From an optimization exercise on the open Yosys and OpenROAD flow, aimed at small area, a short achievable clock period and few clock cycles; shortcuts taken in it are not production practice. Function was checked by simulation only, so behaviour that the tests miss may differ from the original.

==> run a: inputs <==
==> flow/design.v (excerpt) <==
module cm11a_ctrl (
  input  wire         clk,
  input  wire         rst,
  input  wire         open_ok,
  input  wire         in_valid,
  output wire         in_ready,
  input  wire [1:0]   in_kind,
  input  wire [7:0]   in_op,
  input  wire [7:0]   in_n,
  input  wire [127:0] in_data,
  output reg          tx_valid,
  input  wire         tx_ready,
  output reg  [7:0]   tx_data,
  output reg          hr_valid,
  input  wire         hr_ready,
  output reg  [1:0]   hr_kind,
  output reg  [7:0]   hr_val,
  output reg          ev_valid,
  input  wire         ev_ready,
  output reg  [3:0]   ev_type,
  output reg  [7:0]   ev_a,
  output reg  [7:0]   ev_b,
  output reg  [7:0]   ev_c,
  output reg  [7:0]   ev_d
);
  localparam K_RX = 2'd0, K_HOST = 2'd1, K_IOERR = 2'd2, K_TMO = 2'd3;
  localparam OP_TRANSMIT = 8'h01, OP_ADDRESS = 8'h02, OP_LABEL = 8'h03,
             OP_COMMAND  = 8'h04, OP_RING_ON = 8'h05, OP_RING_OFF = 8'h06,
             OP_QUERY    = 8'h07;
  localparam HR_ACCEPT = 2'd0, HR_REJECT = 2'd1, HR_HOLD = 2'd2;
  localparam RJ_RANGE = 8'h10, RJ_NOADDR = 8'h11, RJ_FAULTED = 8'h12,
  ...
Settings: LEC_CHECK=0, CAP_MARGIN=20, CORE_MARGIN=2, CORE_UTILIZATION=40, PLACE_DENSITY=0.6, SETUP_SLACK_MARGIN=4.5, SLEW_MARGIN=20, TNS_END_PERCENT=100; clock period 8.0 ns.
standard.sh (not shown) runs the stock make flow with config.mk's settings and CLKGATE_MAP_FILE= SYNTH_SCRIPT=/design/flow/synth_recipe.tcl, a recipe that flattens the netlist after the stock synthesis.
==> flow/flow/run.sh <==
#!/bin/bash
# The standard layout, with the port buffers made from buf_2 cells instead of
# the cell buffer_ports picks by default (a slow clkdlybuf4s50_1). Every input
# and output port still gets its own buffer.
set -e
export BUFFER_PORTS_ARGS="-buffer_cell sky130_fd_sc_hd__buf_2"
bash standard.sh finish > standard_flow.log 2>&1
==> run b: changes against run a <==
--- a/flow/design.v
+++ b/flow/design.v
@@ -141,16 +141,16 @@
   reg  [2:0]  c_wlm;         
   reg  [63:0] c_data;        
   reg         c_r55, c_r5a, c_ra5, c_rother;
   reg         c_lenbad;      
   reg         c_host;        
+  reg         c_kh;          
+  reg         rdy0;          
   integer i;
   wire busy_tx = tx_act;
   wire busy_ev = et_busy;
-  wire rooms   = !txs_valid && !hrs_valid && !evs_valid;
-  wire accept  = c_valid && !boot_pend && rooms &&
-                 (!busy_tx || c_kind == K_HOST) && (!busy_ev || c_host);
+  wire accept  = c_valid && rdy0 && (!busy_tx || c_kh) && (!busy_ev || c_host);
   assign in_ready = !c_valid || accept;
   reg [7:0]  k_need;
   reg        n_bad;
   reg        labels_bad;
   reg [63:0] codes;
@@ -179,10 +179,15 @@
   always @(posedge clk) begin
     if (rst) c_valid <= 1'b0;
     else if (in_ready) c_valid <= in_valid;
   end
   always @(posedge clk) begin
+    if (rst) rdy0 <= 1'b0;
+    else     rdy0 <= !(tx_valid && !tx_ready) && !(hr_valid && !hr_ready) &&
+                     !(ev_valid && !ev_ready);
+  end
+  always @(posedge clk) begin
     if (in_ready) begin
       c_kind    <= in_kind;
       c_illegal <= (in_op == 8'd0 || in_op > OP_QUERY);
       c_form    <= n_bad || k_need > 8'd8;
       c_range   <= (in_op == OP_LABEL && labels_bad) ||
@@ -224,10 +229,11 @@
       c_ra5     <= (in_data[7:0] == 8'hA5);
       c_rother  <= (in_data[7:0] != 8'h55) && (in_data[7:0] != 8'h5A) &&
                    (in_data[7:0] != 8'hA5);
       c_lenbad  <= (in_data[7:0] < 8'd2) || (in_data[7:0] > 8'd9);
       c_host    <= (in_kind == K_HOST && in_op != OP_QUERY);
+      c_kh      <= (in_kind == K_HOST);
     end
   end
   wire [7:0] rxb = c_data[7:0];
   wire F       = (fault != 8'd0);
   wire itm     = !boot_pend;                
@@ -326,15 +332,17 @@
                    (xs_q && hs && l_rdy && qnz && !cp_valid) ||
                    (c_retry && qnz && s_none && !cp_valid) ||
                    (c_fail && hs && q2 && !cp_valid) ||
                    (p_res && hs && l_rdy && qnz && !cp_valid);
   wire n_hold    = start ? 1'b0 : cand ? 1'b1 : rel ? 1'b0 : hold;
-  wire        sh_empty = q_push && (nops == 4'd0);
-  wire [1:0]  s_kind   = q_shift ? qk[1] : sh_empty ? w_kind : qk[0];
-  wire [7:0]  s_b0     = q_shift ? qpay[8*8 +: 8] : sh_empty ? w_pay[7:0] : qpay[7:0];
-  wire [2:0]  s_lm     = q_shift ? qlm[1] : sh_empty ? w_lm : qlm[0];
-  wire [2:0]  s_sub    = (q_shift || sh_empty) ? 3'd0 : q_sub ? hsub + 3'd1 : hsub;
+  wire        s_fail   = xc && (retry == 2'd3);
+  wire        s_next   = s_fail && !pop_sub;        
+  wire        s_new    = !s_fail && (nops == 4'd0);
+  wire [1:0]  s_kind   = s_next ? qk[1] : s_new ? w_kind : qk[0];
+  wire [7:0]  s_b0     = s_next ? qpay[8*8 +: 8] : s_new ? w_pay[7:0] : qpay[7:0];
+  wire [2:0]  s_lm     = s_next ? qlm[1] : s_new ? w_lm : qlm[0];
+  wire [2:0]  s_sub    = (s_next || s_new) ? 3'd0 : s_fail ? hsub + 3'd1 : hsub;
   wire        s_addr   = (s_kind == Q_ADDR);
   wire [7:0]  s_first  = s_addr ? 8'h04 : s_b0;
   reg        o_tx;
   reg [7:0]  o_tx_data;
   always @(*) begin
@@ -589,20 +597,18 @@
       ti     <= ti + 3'd1;
     end
     if (et_go) pidx <= pidx + 3'd1;
     if (core_go) begin
       if (h_acc && c_addrop) last_addr <= final_addr;
-      if (xs && exp_cnt == 4'd7) exp_b7 <= rxb;
-      else if (p_res)            exp_b7 <= sav_b7;
+      if (p_res) exp_b7 <= sav_b7;
       if (r5a && exp_kind != X_POLL) begin
         sav_cnt   <= exp_cnt;
         sav_owner <= exp_owner;
         sav_b7    <= exp_b7;
       end
       if (p_len)  poll_len <= rxb[3:0];
       if (p_mask) poll_mask <= rxb;
-      if (p_rep)  poll_rep[exp_cnt[2:0] - 3'd2] <= rxb;
       if (c_ok) begin
         cp_id <= qid[0];
         case (qk[0])
           Q_ADDR:  cp_kind <= (h_last && !hdoom) ? C_OK : C_NONE;
           Q_RON:   cp_kind <= C_RON;
@@ -622,10 +628,12 @@
         tlast  <= s_addr ? s_sub : s_lm;
       end
       if (q_sub) hsub <= hsub + 3'd1;
       if (c_fail && pop_sub) hdoom <= 1'b1;
     end
+    if (exp_kind == X_STATUS && exp_cnt == 4'd7) exp_b7 <= rxb;
+    if (exp_kind == X_POLL && exp_cnt[3:1] != 3'd0) poll_rep[exp_cnt[2:0] - 3'd2] <= rxb;
     if (nops == 4'd0 || (core_go && q_shift)) begin
       hsub  <= 3'd0;
       hdoom <= 1'b0;
     end
   end
CTS_CLUSTER_DIAMETER = 80   (was default)
CTS_CLUSTER_SIZE = 20   (was default)
==> run c: changes against run a <==
--- a/flow/design.v
+++ b/flow/design.v
@@ -19,11 +19,11 @@
   input  wire         ev_ready,
   output reg  [3:0]   ev_type,
   output reg  [7:0]   ev_a,
   output reg  [7:0]   ev_b,
   output reg  [7:0]   ev_c,
-  output reg  [7:0]   ev_d
+  output wire [7:0]   ev_d
 );
   localparam K_RX = 2'd0, K_HOST = 2'd1, K_IOERR = 2'd2, K_TMO = 2'd3;
   localparam OP_TRANSMIT = 8'h01, OP_ADDRESS = 8'h02, OP_LABEL = 8'h03,
              OP_COMMAND  = 8'h04, OP_RING_ON = 8'h05, OP_RING_OFF = 8'h06,
              OP_QUERY    = 8'h07;
@@ -95,10 +95,14 @@
   reg [2:0]   qlm  [0:7];        
   reg [8*PAYB-1:0] qpay;
   reg         hdoom;             
   reg  [2:0]  hsub;              
   reg [1:0]   exp_kind;
+  reg         faulted;           
+  reg         cnt13;             
+  reg         cntl;              
+  reg         own0, sav_own0;    
   reg [3:0]   exp_cnt;
   reg [7:0]   exp_owner;
   reg [7:0]   exp_b7;
   reg [1:0]   sav_kind;
   reg [3:0]   sav_cnt;
@@ -114,21 +118,22 @@
   reg         et_busy;           
   reg         et_fo;             
   reg [2:0]   pidx;
   reg         tx_act;            
   reg [2:0]   ti;                
-  reg [2:0]   tlast;             
   reg [7:0]   ck_acc;            
   reg [7:0]   fl_c, fl_r;        
   reg        txs_valid;
   reg [7:0]  txs_data;
   reg        hrs_valid;
   reg [1:0]  hrs_kind;
   reg [7:0]  hrs_val;
   reg        evs_valid;
   reg [3:0]  evs_type;
-  reg [7:0]  evs_a, evs_b, evs_c, evs_d;
+  reg [7:0]  evs_a, evs_b, evs_c;
+  reg        ev_d3, evs_d3;
+  assign ev_d = {6'd0, ev_d3, ev_d3};
   reg         c_valid;
   reg  [1:0]  c_kind;
   reg         c_illegal;     
   reg         c_form;        
   reg         c_range;       
@@ -141,16 +146,16 @@
   reg  [2:0]  c_wlm;         
   reg  [63:0] c_data;        
   reg         c_r55, c_r5a, c_ra5, c_rother;
   reg         c_lenbad;      
   reg         c_host;        
+  reg         c_kh;          
+  reg         rdy0;          
   integer i;
   wire busy_tx = tx_act;
   wire busy_ev = et_busy;
-  wire rooms   = !txs_valid && !hrs_valid && !evs_valid;
-  wire accept  = c_valid && !boot_pend && rooms &&
-                 (!busy_tx || c_kind == K_HOST) && (!busy_ev || c_host);
+  wire accept  = c_valid && rdy0 && (!busy_tx || c_kh) && (!busy_ev || c_host);
   assign in_ready = !c_valid || accept;
   reg [7:0]  k_need;
   reg        n_bad;
   reg        labels_bad;
   reg [63:0] codes;
@@ -179,10 +184,15 @@
   always @(posedge clk) begin
     if (rst) c_valid <= 1'b0;
     else if (in_ready) c_valid <= in_valid;
   end
   always @(posedge clk) begin
+    if (rst) rdy0 <= 1'b0;
+    else     rdy0 <= !(tx_valid && !tx_ready) && !(hr_valid && !hr_ready) &&
+                     !(ev_valid && !ev_ready);
+  end
+  always @(posedge clk) begin
     if (in_ready) begin
       c_kind    <= in_kind;
       c_illegal <= (in_op == 8'd0 || in_op > OP_QUERY);
       c_form    <= n_bad || k_need > 8'd8;
       c_range   <= (in_op == OP_LABEL && labels_bad) ||
@@ -224,26 +234,26 @@
       c_ra5     <= (in_data[7:0] == 8'hA5);
       c_rother  <= (in_data[7:0] != 8'h55) && (in_data[7:0] != 8'h5A) &&
                    (in_data[7:0] != 8'hA5);
       c_lenbad  <= (in_data[7:0] < 8'd2) || (in_data[7:0] > 8'd9);
       c_host    <= (in_kind == K_HOST && in_op != OP_QUERY);
+      c_kh      <= (in_kind == K_HOST);
     end
   end
   wire [7:0] rxb = c_data[7:0];
-  wire F       = (fault != 8'd0);
+  wire F       = faulted;
   wire itm     = !boot_pend;                
   wire k_host  = (c_kind == K_HOST) && itm;
   wire rx_ok   = (c_kind == K_RX) && !F && itm;
   wire r55     = rx_ok && c_r55;
   wire r5a     = rx_ok && c_r5a;
   wire ra5     = rx_ok && c_ra5;
   wire rxo     = rx_ok && c_rother;
   wire e_none  = (exp_kind == X_NONE);
   wire s_none  = (sav_kind == X_NONE);
   wire xs      = rxo && (exp_kind == X_STATUS);
-  wire xs_end  = xs && (exp_cnt == 4'd13);
-  wire own0    = (exp_owner == 8'd0);
+  wire xs_end  = xs && cnt13;
   wire xs_b    = xs_end && own0;            
   wire xs_q    = xs_end && !own0;           
   wire xc      = rxo && (exp_kind == X_CKSUM);
   wire ck_eq   = (rxb == ck_acc);
   wire c_ok    = xc && ck_eq;
@@ -254,11 +264,11 @@
   wire p0      = xp && (exp_cnt == 4'd0);
   wire p_lbad  = p0 && c_lenbad;
   wire p_len   = p0 && !c_lenbad;
   wire p_mask  = xp && (exp_cnt == 4'd1);
   wire p_rep   = xp && (exp_cnt[3:1] != 3'd0);
-  wire p_res   = p_rep && (exp_cnt == poll_len);
+  wire p_res   = p_rep && cntl;
   wire f_io    = (c_kind == K_IOERR) && !F && itm;
   wire f_tmo   = (c_kind == K_TMO) && !F && itm && (!e_none || cp_valid);
   wire flt_b   = boot_pend && !boot_ok;
   wire flt     = boot_pend ? !boot_ok : (f_io || f_tmo || p_lbad);
   wire [7:0] f_cause = f_tmo ? F_TIMEOUT : p_lbad ? F_POLL_LEN : F_TRANSPORT;
@@ -326,15 +336,17 @@
                    (xs_q && hs && l_rdy && qnz && !cp_valid) ||
                    (c_retry && qnz && s_none && !cp_valid) ||
                    (c_fail && hs && q2 && !cp_valid) ||
                    (p_res && hs && l_rdy && qnz && !cp_valid);
   wire n_hold    = start ? 1'b0 : cand ? 1'b1 : rel ? 1'b0 : hold;
-  wire        sh_empty = q_push && (nops == 4'd0);
-  wire [1:0]  s_kind   = q_shift ? qk[1] : sh_empty ? w_kind : qk[0];
-  wire [7:0]  s_b0     = q_shift ? qpay[8*8 +: 8] : sh_empty ? w_pay[7:0] : qpay[7:0];
-  wire [2:0]  s_lm     = q_shift ? qlm[1] : sh_empty ? w_lm : qlm[0];
-  wire [2:0]  s_sub    = (q_shift || sh_empty) ? 3'd0 : q_sub ? hsub + 3'd1 : hsub;
+  wire        s_fail   = xc && (retry == 2'd3);
+  wire        s_next   = s_fail && !pop_sub;        
+  wire        s_new    = !s_fail && (nops == 4'd0);
+  wire [1:0]  s_kind   = s_next ? qk[1] : s_new ? w_kind : qk[0];
+  wire [7:0]  s_b0     = s_next ? qpay[8*8 +: 8] : s_new ? w_pay[7:0] : qpay[7:0];
+  wire [2:0]  s_lm     = s_next ? qlm[1] : s_new ? w_lm : qlm[0];
+  wire [2:0]  s_sub    = (s_next || s_new) ? 3'd0 : s_fail ? hsub + 3'd1 : hsub;
   wire        s_addr   = (s_kind == Q_ADDR);
   wire [7:0]  s_first  = s_addr ? 8'h04 : s_b0;
   reg        o_tx;
   reg [7:0]  o_tx_data;
   always @(*) begin
@@ -449,11 +461,11 @@
   wire       w_ev      = c_ev || et_go;
   wire [3:0] w_ev_type = c_ev ? o_ev_type : t_type;
   wire [7:0] w_ev_a    = c_ev ? o_ev_a : t_a;
   wire [7:0] w_ev_b    = c_ev ? o_ev_b : t_b;
   wire [7:0] w_ev_c    = c_ev ? 8'd0 : t_c;
-  wire [7:0] w_ev_d    = c_ev ? 8'd0 : t_d;
+  wire       w_ev_d3   = !c_ev && t_d[0];
   always @(posedge clk) begin
     if (rst) begin
       tx_valid  <= 1'b0;
       txs_valid <= 1'b0;
     end else if (!tx_valid || tx_ready) begin
@@ -502,24 +514,27 @@
     if (!ev_valid || ev_ready) begin
       ev_type <= evs_valid ? evs_type : w_ev_type;
       ev_a    <= evs_valid ? evs_a : w_ev_a;
       ev_b    <= evs_valid ? evs_b : w_ev_b;
       ev_c    <= evs_valid ? evs_c : w_ev_c;
-      ev_d    <= evs_valid ? evs_d : w_ev_d;
+      ev_d3   <= evs_valid ? evs_d3 : w_ev_d3;
     end else if (!evs_valid) begin
       evs_type <= w_ev_type;
       evs_a    <= w_ev_a;
       evs_b    <= w_ev_b;
       evs_c    <= w_ev_c;
-      evs_d    <= w_ev_d;
+      evs_d3   <= w_ev_d3;
     end
   end
   always @(posedge clk) begin
     if (rst) begin
       boot_pend    <= 1'b1;
       boot_ok      <= open_ok;
       fault        <= 8'd0;
+      faulted      <= 1'b0;
+      cnt13        <= 1'b0;
+      own0         <= 1'b1;
       boot         <= B_STATUS;
       lstate       <= L_UNREADY;
       retry        <= 2'd0;
       hold         <= 1'b0;
       opseq        <= 8'd1;
@@ -534,19 +549,20 @@
       et           <= T_IDLE;
       et_busy      <= 1'b0;
       et_fo        <= 1'b0;
       tx_act       <= 1'b0;
     end else begin
-      if (tx_go && ti == tlast) tx_act <= 1'b0;
+      if (tx_go && (h_addr || ti == qlm[0])) tx_act <= 1'b0;
       if (et_go) begin
         et      <= t_next;
         et_busy <= (t_next != T_IDLE);
         et_fo   <= t_next_fo;
       end
       if (core_go) begin
         boot_pend <= 1'b0;
         if (flt) fault <= boot_pend ? F_TRANSPORT : f_cause;
+        if (flt) faulted <= 1'b1;
         if (flt && fb)                                              boot <= B_FAILED;
         else if (c_fail && qid[0] == 8'd0)                          boot <= B_FAILED;
         else if (xs_b)                                              boot <= B_RING;
         else if (r55 && cp_valid && cp_kind == C_RON && cp_id == 8'd0) boot <= B_DONE;
         lstate <= start ? L_TX : n_ready ? L_READY : lstate;
@@ -566,12 +582,18 @@
         if (start || r5a || h_query) exp_cnt <= 4'd0;
         else if (p_res)              exp_cnt <= sav_cnt;
         else if (xs || p_rep)        exp_cnt <= exp_cnt + 4'd1;
         else if (p_len)              exp_cnt <= 4'd1;
         else if (p_mask)             exp_cnt <= 4'd2;
+        if (start || r5a || h_query) cnt13 <= 1'b0;
+        else if (p_res)              cnt13 <= (sav_cnt == 4'd13);
+        else if (xs || p_rep)        cnt13 <= (exp_cnt == 4'd12);
+        else if (p_len || p_mask)    cnt13 <= 1'b0;
         if (h_query)                 exp_owner <= opseq;
         else if (p_res)              exp_owner <= sav_owner;
+        if (h_query)                 own0 <= 1'b0;
+        else if (p_res)              own0 <= sav_own0;
         if (r5a && exp_kind != X_POLL) sav_kind <= exp_kind;
         else if (p_res)                sav_kind <= X_NONE;
         if (r55)       cp_valid <= 1'b0;
         else if (c_ok) cp_valid <= 1'b1;
         if (n_et != T_IDLE) begin
@@ -589,20 +611,21 @@
       ti     <= ti + 3'd1;
     end
     if (et_go) pidx <= pidx + 3'd1;
     if (core_go) begin
       if (h_acc && c_addrop) last_addr <= final_addr;
-      if (xs && exp_cnt == 4'd7) exp_b7 <= rxb;
-      else if (p_res)            exp_b7 <= sav_b7;
+      if (p_res) exp_b7 <= sav_b7;
       if (r5a && exp_kind != X_POLL) begin
         sav_cnt   <= exp_cnt;
         sav_owner <= exp_owner;
+        sav_own0  <= own0;
         sav_b7    <= exp_b7;
       end
       if (p_len)  poll_len <= rxb[3:0];
+      if (p_mask)      cntl <= (poll_len == 4'd2);
+      else if (p_rep)  cntl <= (exp_cnt + 4'd1 == poll_len);
       if (p_mask) poll_mask <= rxb;
-      if (p_rep)  poll_rep[exp_cnt[2:0] - 3'd2] <= rxb;
       if (c_ok) begin
         cp_id <= qid[0];
         case (qk[0])
           Q_ADDR:  cp_kind <= (h_last && !hdoom) ? C_OK : C_NONE;
           Q_RON:   cp_kind <= C_RON;
@@ -617,15 +640,16 @@
       end
       if (n_et != T_IDLE) pidx <= 3'd1;
       if (start) begin
         ck_acc <= s_first;
         ti     <= s_addr ? s_sub : 3'd1;
-        tlast  <= s_addr ? s_sub : s_lm;
       end
       if (q_sub) hsub <= hsub + 3'd1;
       if (c_fail && pop_sub) hdoom <= 1'b1;
     end
+    if (exp_kind == X_STATUS && exp_cnt == 4'd7) exp_b7 <= rxb;
+    if (exp_kind == X_POLL && exp_cnt[3:1] != 3'd0) poll_rep[exp_cnt[2:0] - 3'd2] <= rxb;
     if (nops == 4'd0 || (core_go && q_shift)) begin
       hsub  <= 3'd0;
       hdoom <= 1'b0;
     end
   end
CORE_UTILIZATION = 65   (was 40)
CTS_CLUSTER_DIAMETER = 80   (was default)
CTS_CLUSTER_SIZE = 20   (was default)
PLACE_DENSITY = 0.75   (was 0.6)
SETUP_SLACK_MARGIN = 4.8   (was 4.5)
==> results.json <==
{
  "buffers_excl_clock": 303,
  "leakage_nw": 15.5,
  "synth-compound-area-share": 0.122,
  "layoutNonFillerInstCount": 4134,
  "min_to": "lstate[1]",
  "power.total_mw": 8.33,
  "finClkSkew_ns": 0.0273,
  "outcome": "timing/DRC/antenna clean"
}
the above is filed under run c

==> results.json <==
{
  "outcome": "timing/DRC/antenna clean",
  "drv_cap": 0,
  "grt_start_max_net_pins": 108,
  "finClkSkew_ns": 0.0440,
  "min_to": "lstate[0]",
  "power.total_mw": 9.77,
  "fmax_mhz": 272,
  "synth-compound-area-share": 0.122,
  "buffers_excl_clock": 311,
  "leakage_nw": 16.2
}
the above is filed under run a

==> results.json <==
{
  "outcome": "timing/DRC/antenna clean",
  "min_to": "lstate[1]",
  "p_clk_frac": 0.304,
  "grt.met2_usage": 0.335,
  "critPathTopFamily": "simple AND/OR/NAND/NOR gates",
  "buffers_excl_clock": 286,
  "power.total_mw": 8.45,
  "synth-compound-area-share": 0.127
}
the above is filed under run b

Testbench counts of run a, summed over its fixed seeds: cycles 5,576.
Testbench counts of run b, summed over its fixed seeds: cycles 5,576.
Testbench counts of run c, summed over its fixed seeds: cycles 5,576.

-- static timing again, ports no longer ideal --
No port has a modelled driver above. Below, the same layouts with a new extraction and two added sets of constraints. Step 1, drivers: a clkbuf_16 drives clk and a buf_2 each remaining input, both assumed. Step 2 adds t to the input delays and takes it off the output delays; t is the mean of the earliest and latest rising clock arrival at the registers after step 1. Input paths then give back, and output paths get back, about the clock's delay inside the block. Three values: ideal, step 1, step 2; two values: the first two.
run	shift t [ns]	slack for setup (ns)	clock arrival spread, ns	slew at the worst register clock pin (ns)	worst data-port slew with drivers (ns)
run a	0.714	4.325 / 4.259 / 4.077	0.047 / 0.047	0.07 / 0.07	0.04
run b	0.689	4.537 / 4.515 / 3.897	0.038 / 0.038	0.09 / 0.09	0.05
run c	0.673	4.663 / 4.598 / 4.070	0.027 / 0.027	0.09 / 0.09	0.05
After both steps setup and hold are still met in every run listed. The setup slack of run b, which loses most, moves by -0.022 ns with the drivers and by -0.640 ns with both steps.
